From an optimization exercise on the open Yosys and OpenROAD flow, aimed at small area, a short achievable clock period and few clock cycles; shortcuts taken in it are not production practice.
The RTL was checked by simulation tests, not by an equivalence proof against the original design.
Power is estimated from default activity; no workload was simulated.

==> flow/design.v (excerpt) <==
module gfd (
    input  wire        clk,
    input  wire        rst,
    input  wire        cmd_valid,
    output wire        cmd_ready,
    input  wire [15:0] cmd,
    input  wire        h_req,
    input  wire        h_we,
    input  wire [9:0]  h_addr,
    input  wire [7:0]  h_wdata,
    output reg  [7:0]  h_rdata,
    output wire        h_ready,
    output wire        busy,
    output wire        fault
);
    localparam [3:0] OP_SHLC    = 4'h1;
    localparam [3:0] OP_DOUBLE  = 4'h2;
    localparam [3:0] OP_XORINTO = 4'h3;
    localparam [3:0] OP_XORTO   = 4'h4;
    localparam [3:0] OP_XORR    = 4'h5;
    localparam [3:0] OP_SETLEN  = 4'h6;
    localparam [1:0] CAUSE_ILLEGAL = 2'd1;
    localparam [1:0] CAUSE_SIZE    = 2'd2;
    localparam [1:0] CAUSE_LENGTH  = 2'd3;
    reg [4095:0] cells;           
    reg [31:0]   lens_q;          
    reg          carry_q;
    reg          fault_q;
    reg [1:0]    cause_q;
    reg          busy_q;
    reg          shift_q;         
    reg          dbl_q;           
    reg          shlc_q;          
    reg          pass_q;          
    reg          xq_q;            
    reg          ph_q;            
  ...
make LEC_CHECK=0 ABC_AREA=0 CAP_MARGIN=40 CORE_MARGIN=2 CORE_UTILIZATION=35 CTS_CLUSTER_DIAMETER=80 CTS_CLUSTER_SIZE=20 PLACE_DENSITY=0.65 SETUP_SLACK_MARGIN=5 SLEW_MARGIN=40 SYNTH_HIERARCHICAL=1 TNS_END_PERCENT=5 finish   # period 12.0 ns
run.sh (not shown) runs the stock make flow with config.mk's settings and CLKGATE_MAP_FILE= SYNTH_SCRIPT=/design/flow/synth_recipe.tcl, a recipe that flattens the netlist after the stock synthesis.
The starting point passed the timing, DRC and antenna checks.
Testbench counts at the start, summed over its fixed seeds: cycles 57,500.
Edit:
--- a/flow/design.v
+++ b/flow/design.v
@@ -178,33 +178,32 @@
                         default: poly = 8'h00;
                     endcase
                 end
             end
             localparam HASPOLY = (g == 7 || g == 15 || g == 29 || g == 30 || g == 31) ? 1 : 0;
             gfd_lane #(.HASPOLY(HASPOLY)) u_lane (
                 .pb(port_p[g*8 +: 8]), .cin(cin), .qb(port_t[g*8 +: 8]), .sbyte(ser_byte), .sh(sh_e),
                 .pass(pass_e), .sw(ser_e & w_lane[g]), .hwd(h_wdata), .hw(hw_e), .poly(poly),
                 .src(src[g*8 +: 8]));
             assign lmask[g] = ser_q ? w_lane[g] : therm[g];
         end
     endgenerate
-    wire [15:0] rc_en = rst ? 16'hFFFF :
-                        busy_q ? (ph_q ? 16'd0 : (16'd1 << {rd_q, wr_ch})) :
+    wire [15:0] rc_en = busy_q ? (ph_q ? 16'd0 : (16'd1 << {rd_q, wr_ch})) :
                         (host_we ? (16'd1 << h_addr[8:5]) : 16'd0);
-    wire [31:0] lane_en = rst ? 32'hFFFF_FFFF : busy_q ? lmask : h_lane;
+    wire [31:0] lane_en = busy_q ? lmask : h_lane;
     generate
         for (k = 0; k < 4; k = k + 1) begin : g_reg
             for (c = 0; c < 4; c = c + 1) begin : g_chunk
                 for (g = 0; g < 32; g = g + 1) begin : g_cell
-                    wire cell_en = rc_en[4*k + c] && lane_en[g];
+                    wire cell_en = rst || (rc_en[4*k + c] && lane_en[g]);
                     always @(posedge clk) begin
                         if (cell_en)
                             cells[(128*k + 32*c + g)*8 +: 8] <= src[g*8 +: 8];
                     end
                 end
             end
         end
     endgenerate
     always @(posedge clk) begin
         if (rst) begin
             lens_q  <= 32'd0;
             carry_q <= 1'b0;
After rerunning:
- die area goes up by 1.2%
- setup slack degrades by 30 ps
- power goes up by 0.45%
- core utilization goes up by 0.22 points
- clock skew goes down by 23 ps
- maximum frequency goes down by 0.36%
- combinational power goes down by about 4%
- clock-buffer cell count goes down by 3
- cell area goes up by 1.5%
- sequential cell count is unchanged
- hold slack hardly moves
- cell count goes up by 1.2%
- wire length goes up by 2.3%
- via count goes up by 1.4%
Testbench counts after the change, summed over its fixed seeds: cycles 57,500.

--- another note on this design; it stands on its own ---

before:
// gfd
module gfd (
    input  wire        clk,
    input  wire        rst,
    input  wire        cmd_valid,
    output wire        cmd_ready,
    input  wire [15:0] cmd,
    input  wire        h_req,
    input  wire        h_we,
    input  wire [9:0]  h_addr,
    input  wire [7:0]  h_wdata,
    output reg  [7:0]  h_rdata,
    output wire        h_ready,
    output wire        busy,
    output wire        fault
);
Size: ~11000 cells after synthesis, about 51 I/O pins, roughly 0.18 mm2 of cells after synthesis.
Settings: LEC_CHECK=0, ABC_AREA=0, CAP_MARGIN=60, CORE_MARGIN=2, CORE_UTILIZATION=35, CTS_CLUSTER_DIAMETER=80, CTS_CLUSTER_SIZE=20, PLACE_DENSITY=0.65, SETUP_SLACK_MARGIN=5, SLEW_MARGIN=60, SYNTH_HIERARCHICAL=1, TNS_END_PERCENT=5; clock period 12.0 ns.
run.sh (not shown) runs the stock make flow with config.mk's settings and CLKGATE_MAP_FILE= SYNTH_SCRIPT=/design/flow/synth_recipe.tcl, a recipe that flattens the netlist after the stock synthesis.
Testbench counts of before, summed over its fixed seeds: cycles 57,500.
[inputs] after vs before
-- flow/design.v --
<<< before, line 188
        end
    endgenerate
    wire [15:0] rc_en = rst ? 16'hFFFF :
                        busy_q ? (ph_q ? 16'd0 : (16'd1 << {rd_q, wr_ch})) :
                        (host_we ? (16'd1 << h_addr[8:5]) : 16'd0);
    wire [31:0] lane_en = rst ? 32'hFFFF_FFFF : busy_q ? lmask : h_lane;
    generate
        for (k = 0; k < 4; k = k + 1) begin : g_reg
            for (c = 0; c < 4; c = c + 1) begin : g_chunk
                for (g = 0; g < 32; g = g + 1) begin : g_cell
                    wire cell_en = rc_en[4*k + c] && lane_en[g];
                    always @(posedge clk) begin
                        if (cell_en)
>>> after, line 188
        end
    endgenerate
    wire [15:0] rc_en = busy_q ? (ph_q ? 16'd0 : (16'd1 << {rd_q, wr_ch})) :
                        (host_we ? (16'd1 << h_addr[8:5]) : 16'd0);
    wire [31:0] lane_en = busy_q ? lmask : h_lane;
    generate
        for (k = 0; k < 4; k = k + 1) begin : g_reg
            for (c = 0; c < 4; c = c + 1) begin : g_chunk
                for (g = 0; g < 32; g = g + 1) begin : g_cell
                    wire cell_en = rst || (rc_en[4*k + c] && lane_en[g]);
                    always @(posedge clk) begin
                        if (cell_en)
==> comparison <==
- Delta (after minus before): maximum net fanout on the critical path went up, share of post-route cells with drive strength above 1 went down.
- Area of the core in after is 0.0049 mm2 higher than in before
- Compare after and before | wire length of the first global-routing pass lower: before
- Compared with before, after shows a share of the synthesized area in compound gates (AO/OA/AOI/OAI) that is 1.8 points higher.
Testbench counts of after, summed over its fixed seeds: cycles 57,500.

separate check: timing with driven ports:
No port has a modelled driver above. Below, the same layouts with a new extraction and two added sets of constraints. Step 1 sets driving cells, clkbuf_16 on the clock port and buf_2 on the other inputs (assumed; they add their load-dependent delay and slew). Step 2 moves the port delays by t, midway between the first and last clock arrival at a register: inputs arrive t later, outputs are due t later. That takes back most of the time a late clock gives input paths. Three values: no drivers, after step 1, after step 2; two values: the first two.
run	t (ns)	setup WS [ns]	worst setup path at the end
the first run of note 1	1.073	3.610 / 3.335 / 3.011	input to register
the second run of note 1	1.079	3.580 / 3.116 / 2.657	input to register
before	1.079	3.612 / 3.258 / 3.258	input to output
after	1.078	3.671 / 3.162 / 3.138	input to register
After both steps every run listed still meets setup and hold. The setup slack of the second run of note 1, which loses most, moves by -0.464 ns with the drivers and by -0.923 ns with both steps.
